Context: an optimization exercise on an open-source flow, tuned for small area, a short achievable clock period and few clock cycles per item. The choices shown serve that exercise and are no tape-out recipe. At most, simulation tests tie the RTL to the original design; equivalence was not proved. Power and IR drop assume default switching activity.

==> job 2494 <==
==> flow/design.v <==
module ddc_bit_reader (
    input  wire        clk,
    input  wire        rst,           
    input  wire        clr,           
    input  wire [14:0] chunk_size,
    input  wire        room,          
    output wire        fill,          
    output reg  [39:0] acc,
    output reg         src_req,
    output reg  [15:0] src_chunk,
    output reg  [14:0] src_off,
    input  wire        src_ack,
    input  wire [7:0]  src_data
);
    reg         flush;     
    wire        got     = src_req && src_ack;
    assign      fill    = got && !flush;
    wire [14:0] off_inc = src_off + 15'd1;
    reg         at_end;
    wire        wrap    = at_end;
    always @(posedge clk) begin
        at_end <= (off_inc == chunk_size);
        if (rst) begin
            flush     <= 1'b0;
            at_end    <= (chunk_size == 15'd1);
            src_req   <= 1'b0;
            src_chunk <= 16'd0;
            src_off   <= 15'd0;
        end else if (clr) begin
            if (src_req && !src_ack) begin
                flush <= 1'b1;
            end else begin
                src_req   <= 1'b1;
                src_chunk <= 16'd0;
                src_off   <= 15'd0;
                at_end    <= (chunk_size == 15'd1);
            end
        end else if (got) begin
            flush   <= 1'b0;
            src_req <= flush || room;
            if (flush) begin
                src_chunk <= 16'd0;
                src_off   <= 15'd0;
                at_end    <= (chunk_size == 15'd1);
            end else if (wrap) begin
                src_off   <= 15'd0;
                src_chunk <= src_chunk + 16'd1;
            end else begin
                src_off   <= off_inc;
            end
        end else if (!src_req) begin
            src_req <= room;
        end
    end
    always @(posedge clk)
        if (fill) acc <= {acc[31:0], src_data};
endmodule
module ddc_decoder (
    input  wire        clk,
    input  wire        rst,               
    input  wire [1:0]  cfg_channels,      
    input  wire [5:0]  cfg_block_bits,    
    input  wire [5:0]  cfg_bpc0,          
    input  wire [5:0]  cfg_bpc1,
    input  wire [5:0]  cfg_bpc2,
    input  wire [5:0]  cfg_bpm0,          
    input  wire [5:0]  cfg_bpm1,
    input  wire [5:0]  cfg_bpm2,
    input  wire        cfg_high_adaptive,
    input  wire [14:0] cfg_chunk_size,    
    input  wire        cmd_valid,
    input  wire [1:0]  cmd_op,            
    input  wire [31:0] cmd_count,
    output reg         busy,
    output wire        src_req,
    output wire [15:0] src_chunk,
    output wire [14:0] src_off,
    input  wire        src_ack,
    input  wire [7:0]  src_data,
    output reg         frm_valid,
    output wire [63:0] frm_data,
    input  wire        frm_ready
);
    localparam P_RUN  = 2'd0,
               P_METH = 2'd1,
               P_BASE = 2'd2,
               P_CHAN = 2'd3;
    reg [1:0]  phase;
    reg [1:0]  c;
    reg        first_frame;
    reg [31:0] remaining;       
    reg        active;          
    reg [31:0] run_left;        
    reg        run_zero;        
    reg [5:0]  width  [0:2];
    reg [31:0] base   [0:2];
    reg        adapt  [0:2];
    reg [63:0] out_acc;
    reg [5:0]  cnt;             
    reg [5:0]  n_r;             
    reg signed [6:0] pos;       
    reg [31:0] fld;             
    reg        fld_top;         
    reg        fld_ok;          
    reg [5:0]  bpc_r;           
    reg [4:0]  bpc_m1;          
    reg        last_r;          
    reg [5:0]  bpm_nx;          
    reg [5:0]  bb_q;            
    wire cmd_acc    = cmd_valid && !busy;
    wire cmd_reset  = cmd_acc && (cmd_op == 2'd1);
    wire cmd_decode = cmd_acc && (cmd_op == 2'd2);
    assign frm_data = out_acc;
    function [5:0] bpc_of;
        input [1:0] i;
        bpc_of = (i == 2'd0) ? cfg_bpc0 : (i == 2'd1) ? cfg_bpc1 : cfg_bpc2;
    endfunction
    function [5:0] bpm_of;
        input [1:0] i;
        bpm_of = (i == 2'd0) ? cfg_bpm0 : (i == 2'd1) ? cfg_bpm1 : cfg_bpm2;
    endfunction
    wire [4:0] bpc0_m1 = cfg_bpc0[4:0] - 5'd1;
    wire [4:0] bpc1_m1 = cfg_bpc1[4:0] - 5'd1;
    wire [4:0] bpc2_m1 = cfg_bpc2[4:0] - 5'd1;
    function [4:0] bpc_m1_of;
        input [1:0] i;
        bpc_m1_of = (i == 2'd0) ? bpc0_m1 : (i == 2'd1) ? bpc1_m1 : bpc2_m1;
    endfunction
    function last_of;
        input [1:0] i;
        last_of = (i == 2'd0) ? (cfg_channels <= 2'd1) :
                  (i == 2'd1) ? (cfg_channels <= 2'd2) : 1'b1;
    endfunction
    always @(posedge clk)
        bb_q <= cfg_block_bits;
    wire        fill;
    wire [39:0] acc;
    reg         room;
    ddc_bit_reader u_reader (
        .clk(clk), .rst(rst), .clr(cmd_reset),
        .chunk_size(cfg_chunk_size), .room(room),
        .fill(fill), .acc(acc),
        .src_req(src_req), .src_chunk(src_chunk), .src_off(src_off),
        .src_ack(src_ack), .src_data(src_data)
    );
    wire        stall = (phase == P_CHAN) && frm_valid && !frm_ready;
    reg         pre_done;
    wire        pre   = (phase == P_CHAN) && (c != 2'd0) && bpc_m1[4] && !pre_done && active;
    wire        step  = fld_ok && active && !stall && !pre;
    reg  [31:0] mask_n;                                      
    wire [31:0] mask_n1 = {1'b0, mask_n[31:1]};              
    wire [31:0] half    = mask_n ^ mask_n1;                  
    wire [6:0]  m       = fld[6:0];
    wire [6:0]  bpc7    = {1'b0, bpc_r};
    wire        m_const = (m == bpc7);
    wire        m_high  = (m > bpc7);
    wire [6:0]  m_minus = m - bpc7;
    wire [5:0]  m_width = m_const ? 6'd0 : m_high ? m_minus[5:0] : m[5:0];
    wire        m_adapt = !m_const && (m != 7'd0) && (m_high ? cfg_high_adaptive : !cfg_high_adaptive);
    wire [31:0] base_c   = base[c];
    wire        adapt_c  = adapt[c];
    wire        rd_adapt = (phase == P_CHAN) && adapt_c && (n_r != 6'd0);
    wire [31:0] mask_bpc = ~(32'hFFFFFFFF << bpc_r);
    wire [31:0] hi_mask  = mask_bpc & ~mask_n1;
    wire [31:0] max_start = mask_bpc & ~mask_n;              
    wire        b_lo  = ((base_c & ~mask_n) == 32'd0) &&
                        (((base_c & half) == 32'd0) || ((base_c & mask_n1) == 32'd0));
    wire        b_hi  = ((base_c & hi_mask) == hi_mask) && ((base_c & mask_n1) != 32'd0);
    wire        chan  = (phase == P_CHAN);
    wire [31:0] add_a = chan ? base_c : 32'd0;
    wire [31:0] add_b = (phase == P_METH) ? 32'd0 :
                        rd_adapt ? ((fld & mask_n1) | (~mask_n1 & {32{~fld_top}})) : fld;
    wire [31:0] sum   = add_a + add_b;
    wire [31:0] value = (rd_adapt && b_lo) ? fld :
                        (rd_adapt && b_hi) ? (max_start | fld) : sum;
    wire [63:0] out_sh1 = {out_acc[62:0], 1'b0};
    wire [3:0]  amt4    = pre ? 4'd15 : bpc_m1[3:0];
    wire [63:0] shifted = (c == 2'd0) ? 64'd0 : (out_sh1 << amt4);
    wire [63:0] packd   = shifted | {32'd0, value};
    reg  [5:0]  n_k, n_b;
    reg  [1:0]  phase_n, c_n;
    reg         first_n;
    always @(*) begin
        n_k     = 6'd0;
        phase_n = phase;
        c_n     = c;
        first_n = first_frame;
        case (phase)
            P_RUN: begin
                n_b     = bpm_nx;
                phase_n = P_METH;
                c_n     = 2'd0;
            end
            P_METH: begin
                n_b = bpc_r;
                n_k = last_r ? (((c == 2'd0) || adapt[0]) ? 6'd0 : width[0]) : bpm_nx;
                if (m_const) begin
                    phase_n = last_r ? P_CHAN : P_METH;
                    c_n     = last_r ? 2'd0 : c + 2'd1;
                    first_n = last_r ? 1'b1 : first_frame;
                end else begin
                    phase_n = P_BASE;
                end
            end
            P_BASE: begin
                n_b     = last_r ? (adapt[0] ? 6'd0 : width[0]) : bpm_nx;
                phase_n = last_r ? P_CHAN : P_METH;
                c_n     = last_r ? 2'd0 : c + 2'd1;
                first_n = last_r ? 1'b1 : first_frame;
            end
            default: begin
                n_b     = last_r ? (run_zero ? bb_q : width[0]) :
                          (first_frame && adapt[c + 2'd1]) ? 6'd0 : width[c + 2'd1];
                phase_n = (last_r && run_zero) ? P_RUN : P_CHAN;
                c_n     = last_r ? 2'd0 : c + 2'd1;
                first_n = last_r ? 1'b0 : first_frame;
            end
        endcase
    end
    wire       is_k = (phase == P_METH) && m_const;
    wire [6:0]  pos_k   = pos - {1'b0, n_k};
    wire [6:0]  pos_b   = pos - {1'b0, n_b};
    wire [6:0]  pos_s   = is_k ? pos_k : pos_b;
    wire [5:0]  n_cut   = fld_ok ? n_b : n_r;
    wire [31:0] mask_c  = ~(32'hFFFFFFFF << n_cut);
    wire [6:0]  cut_pos = fld_ok ? pos_b : pos;
    wire [6:0]  cut_top = fld_ok ? pos - 7'd1 : {1'b0, cnt} - 7'd1;
    wire [39:0] cut     = acc >> cut_pos[5:0];
    wire [63:0] acc_pad = {24'd0, acc};
    wire        cut_msb = acc_pad[cut_top[5:0]];
    wire        cut_ok  = !cut_pos[6];
    wire [6:0] pos_pre = step ? pos_s : pos;
    wire [5:0] cnt_pre = step ? pos[5:0] : cnt;
    wire [6:0] pos_nx  = pos_pre + (fill ? 7'd8 : 7'd0);
    wire [5:0] cnt_nx  = cnt_pre + (fill ? 6'd8 : 6'd0);
    always @(*) room = (cnt_nx <= 6'd32);
    wire complete = step && chan && last_r;
    wire [5:0] n_r_nx = (rst || cmd_reset) ? cfg_block_bits : (is_k ? n_k : n_b);
    always @(posedge clk)
        if (rst || cmd_reset || step)
            mask_n <= ~(32'hFFFFFFFF << n_r_nx);
    always @(posedge clk) begin
        if (rst || cmd_reset) begin
            phase  <= P_RUN;
            c      <= 2'd0;
            cnt    <= 6'd0;
            n_r    <= cfg_block_bits;
            pos    <= -{1'b0, cfg_block_bits};
            bpc_r  <= cfg_bpc0;
            bpc_m1 <= bpc0_m1;
            last_r <= (cfg_channels <= 2'd1);
            bpm_nx <= cfg_bpm0;
            fld_ok <= 1'b0;
        end else begin
            cnt <= cnt_nx;
            pos <= pos_nx;
            if (step || !fld_ok)
                fld_ok <= cut_ok && !(step && is_k);
            if (step) begin
                phase  <= phase_n;
                c      <= c_n;
                n_r    <= is_k ? n_k : n_b;
                bpc_r  <= bpc_of(c_n);
                bpc_m1 <= bpc_m1_of(c_n);
                last_r <= last_of(c_n);
                bpm_nx <= (phase_n == P_RUN) ? cfg_bpm0 : bpm_of(c_n + 2'd1);
            end
        end
    end
    always @(posedge clk) begin
        if (step || !fld_ok) begin
            fld     <= cut[31:0] & mask_c;
            fld_top <= cut_msb;
        end
    end
    always @(posedge clk) begin
        if (rst) begin
            remaining <= 32'd0;
            active    <= 1'b0;
            busy      <= 1'b0;
            frm_valid <= 1'b0;
        end else begin
            if (cmd_decode) begin
                remaining <= cmd_count;
                active    <= (cmd_count != 32'd0);
                busy      <= (cmd_count != 32'd0);
            end else if (frm_valid && frm_ready && !active) begin
                busy <= 1'b0;
            end
            if (complete) begin
                remaining <= remaining - 32'd1;
                active    <= (remaining != 32'd1);
                frm_valid <= 1'b1;
            end else if (frm_valid && frm_ready) begin
                frm_valid <= 1'b0;
            end
        end
    end
    wire base_we = (phase == P_METH) ? m_const :
                   (phase == P_BASE) ? 1'b1 :
                   chan ? rd_adapt : 1'b0;
    always @(posedge clk)
        if (step && base_we)
            base[c] <= value;
    always @(posedge clk) begin
        if (rst)
            pre_done <= 1'b0;
        else if (pre)
            pre_done <= 1'b1;
        else if (step)
            pre_done <= 1'b0;
        if (pre)
            out_acc <= shifted;
        if (step) begin
            first_frame <= first_n;
            case (phase)
                P_RUN: begin
                    run_left <= fld;
                    run_zero <= (fld == 32'd0);
                end
                P_METH: begin
                    width[c] <= m_width;
                    adapt[c] <= m_adapt;
                end
                P_BASE: ;
                default: begin
                    out_acc <= packd;
                    if (last_r) begin
                        run_left <= run_left - 32'd1;
                        run_zero <= (run_left == 32'd1);
                    end
                end
            endcase
        end
    end
endmodule
==> flow/flow/run.sh <==
#!/bin/bash
set -euo pipefail
MARGIN=$(cat flow/setup_margin)
export BUFFER_PORTS_ARGS="-buffer_cell $(cat flow/port_buffer)"
sed -E "s/SETUP_SLACK_MARGIN=[0-9.]+/SETUP_SLACK_MARGIN=${MARGIN}/" standard.sh > standard_margin.sh
grep -q "SETUP_SLACK_MARGIN=${MARGIN}" standard_margin.sh
bash standard_margin.sh > make_flow.log 2>&1 || { tail -40 make_flow.log; exit 1; }
grep -q "Inserted .* $(cat flow/port_buffer) input buffers" orfs/logs/*/ddc_decoder/base/3_3_place_gp.log
tail -5 make_flow.log
==> flow/flow/port_buffer <==
sky130_fd_sc_hd__buf_1
==> flow/flow/setup_margin <==
7.7
==> flow/standard.sh <==
#!/bin/bash
# synth_recipe.tcl (not shown) runs the flow's synth.tcl, then flattens the netlist and writes it again
# the make line also repeats each setting of config.mk as NAME=value (left out here)
make -C /OpenROAD-flow-scripts/flow DESIGN_CONFIG=/design/flow/config.mk WORK_HOME=/design/flow/orfs CLKGATE_MAP_FILE= SYNTH_SCRIPT=/design/flow/synth_recipe.tcl "${@:-finish}"
==> flow/config.mk <==
export PLATFORM = sky130hd
export DESIGN_NAME = ddc_decoder
export DESIGN_NICKNAME = ddc_decoder
export VERILOG_FILES = /design/flow/design.v
export SDC_FILE = /design/flow/constraint.sdc
export NUM_CORES = 4
export LEC_CHECK = 0
export CAP_MARGIN = 20
export CORE_MARGIN = 2
export CORE_UTILIZATION = 40
export CTS_CLUSTER_DIAMETER = 80
export CTS_CLUSTER_SIZE = 30
export PLACE_DENSITY = 0.6
export SETUP_SLACK_MARGIN = 5
export SLEW_MARGIN = 20
export TNS_END_PERCENT = 0
==> flow/constraint.sdc <==
create_clock -name core_clock -period 12.0 [get_ports {clk}]
set_input_delay 2.4000 -clock core_clock [delete_from_list [all_inputs] [get_ports {clk}]]
set_output_delay 2.4000 -clock core_clock [all_outputs]
set_load 0.01 [all_outputs]
==> job 2514: changes against job 2494 <==
--- a/flow/design.v
+++ b/flow/design.v
@@ -147,7 +147,7 @@
     reg         pre_done;
     wire        pre   = (phase == P_CHAN) && (c != 2'd0) && bpc_m1[4] && !pre_done && active;
     wire        step  = fld_ok && active && !stall && !pre;
-    reg  [31:0] mask_n;                                      
+    wire [31:0] mask_n  = ~(32'hFFFFFFFF << n_r);            
     wire [31:0] mask_n1 = {1'b0, mask_n[31:1]};              
     wire [31:0] half    = mask_n ^ mask_n1;                  
     wire [6:0]  m       = fld[6:0];
@@ -235,10 +235,6 @@
     wire [5:0] cnt_nx  = cnt_pre + (fill ? 6'd8 : 6'd0);
     always @(*) room = (cnt_nx <= 6'd32);
     wire complete = step && chan && last_r;
-    wire [5:0] n_r_nx = (rst || cmd_reset) ? cfg_block_bits : (is_k ? n_k : n_b);
-    always @(posedge clk)
-        if (rst || cmd_reset || step)
-            mask_n <= ~(32'hFFFFFFFF << n_r_nx);
     always @(posedge clk) begin
         if (rst || cmd_reset) begin
             phase  <= P_RUN;
--- a/flow/config.mk
+++ b/flow/config.mk
@@ -5,12 +5,12 @@
 export SDC_FILE = /design/flow/constraint.sdc
 export NUM_CORES = 4
 export LEC_CHECK = 0
-export CAP_MARGIN = 20
+export CAP_MARGIN = 10
 export CORE_MARGIN = 2
 export CORE_UTILIZATION = 40
 export CTS_CLUSTER_DIAMETER = 80
 export CTS_CLUSTER_SIZE = 30
 export PLACE_DENSITY = 0.6
 export SETUP_SLACK_MARGIN = 5
-export SLEW_MARGIN = 20
+export SLEW_MARGIN = 10
 export TNS_END_PERCENT = 0
==> job 8712: changes against job 2494 <==
--- a/flow/design.v
+++ b/flow/design.v
@@ -147,7 +147,7 @@
     reg         pre_done;
     wire        pre   = (phase == P_CHAN) && (c != 2'd0) && bpc_m1[4] && !pre_done && active;
     wire        step  = fld_ok && active && !stall && !pre;
-    reg  [31:0] mask_n;                                      
+    wire [31:0] mask_n  = ~(32'hFFFFFFFF << n_r);            
     wire [31:0] mask_n1 = {1'b0, mask_n[31:1]};              
     wire [31:0] half    = mask_n ^ mask_n1;                  
     wire [6:0]  m       = fld[6:0];
@@ -235,10 +235,6 @@
     wire [5:0] cnt_nx  = cnt_pre + (fill ? 6'd8 : 6'd0);
     always @(*) room = (cnt_nx <= 6'd32);
     wire complete = step && chan && last_r;
-    wire [5:0] n_r_nx = (rst || cmd_reset) ? cfg_block_bits : (is_k ? n_k : n_b);
-    always @(posedge clk)
-        if (rst || cmd_reset || step)
-            mask_n <= ~(32'hFFFFFFFF << n_r_nx);
     always @(posedge clk) begin
         if (rst || cmd_reset) begin
             phase  <= P_RUN;
==> flow/flow/run.sh (replaced) <==
#!/bin/bash
set -euo pipefail
MARGIN=$(cat flow/setup_margin)
sed -E "s/SETUP_SLACK_MARGIN=[0-9.]+/SETUP_SLACK_MARGIN=${MARGIN}/" standard.sh > standard_margin.sh
grep -q "SETUP_SLACK_MARGIN=${MARGIN}" standard_margin.sh
bash standard_margin.sh > make_flow.log 2>&1 || { tail -40 make_flow.log; exit 1; }
tail -5 make_flow.log
==> flow/flow/setup_margin (replaced) <==
8.5
--- a/flow/config.mk
+++ b/flow/config.mk
@@ -8,8 +8,6 @@
 export CAP_MARGIN = 20
 export CORE_MARGIN = 2
 export CORE_UTILIZATION = 40
-export CTS_CLUSTER_DIAMETER = 80
-export CTS_CLUSTER_SIZE = 30
 export PLACE_DENSITY = 0.6
 export SETUP_SLACK_MARGIN = 5
 export SLEW_MARGIN = 20
removed: flow/flow/port_buffer
==> comparison table <==
Outcome: job 2494 complete, no violations; job 8712 complete, no violations; job 2514 complete, no violations
Post-detailed-routing wire length: job 2494 107,000 um; job 8712 114,000 um; job 2514 105,000 um
Floorplan die area: job 2494 78,600 sq um; job 8712 74,400 sq um; job 2514 74,400 sq um
Global Route met3 Usage: job 2494 3.14%; job 8712 3.98%; job 2514 3.32%
Smallest hold slack: job 2494 0.480 ns; job 8712 0.475 ns; job 2514 0.483 ns
Most numerous cell in the Yosys netlist: job 2494 nor2_1; job 8712 mux2i_1; job 2514 mux2i_1
Gr usage total: job 2494 26.4%; job 8712 29.2%; job 2514 26.6%
Slowest cell on the critical path: job 2494 or4_4; job 8712 o22ai_1; job 2514 edfxtp_1
Cell count along the critical path: job 2494 18; job 8712 11; job 2514 16
Post-placement cell count: job 2494 4,339; job 8712 4,168; job 2514 4,175
Cells resized by post-CTS repair: job 2494 93; job 8712 199; job 2514 77
Max-Slew Margin vs Limit: job 2494 25.8%; job 8712 35.3%; job 2514 24.7%
Xor/xnor share of the synthesized area: job 2494 3.75%; job 8712 3.58%; job 2514 3.58%
Leakage dissipation: job 2494 12.8 nW; job 8712 13.4 nW; job 2514 12.4 nW
Testbench counts of job 2514, summed over its fixed seeds: cycles 101,242, frames 28,800.
Testbench counts of job 8712, summed over its fixed seeds: cycles 101,242, frames 28,800.
The RTL of job 2494 was laid out without a check of its function.

-- what the ideal ports hide --
Ports are ideal in the flow. The routed layouts listed here were re-timed in OpenROAD. Step 1, drivers: a clkbuf_16 drives clk and a buf_2 each remaining input, both assumed. Step 2 moves the port delays by t, midway between the first and last clock arrival at a register: inputs arrive t later, outputs are due t later. That takes back most of the time a late clock gives input paths. a / b / c = no drivers / after step 1 / after step 2; a / b = the first two.
run | t (ns) | setup WS [ns] | hold slack, ns | worst slew at a driven data input, ns
job 2494 | 0.692 | 7.421 / 7.421 / 6.863 | 0.480 / 0.480 / 0.480 | 0.09
job 2514 | 0.696 | 7.563 / 7.563 / 7.083 | 0.483 / 0.483 / 0.483 | 0.14
job 8712 | 0.664 | 7.488 / 7.488 / 6.965 | 0.475 / 0.475 / 0.475 | 0.09
After both steps every run listed still meets setup and hold. For job 2494, which loses most, drivers alone change the setup slack by 0.000 ns; drivers and shift together by -0.558 ns.
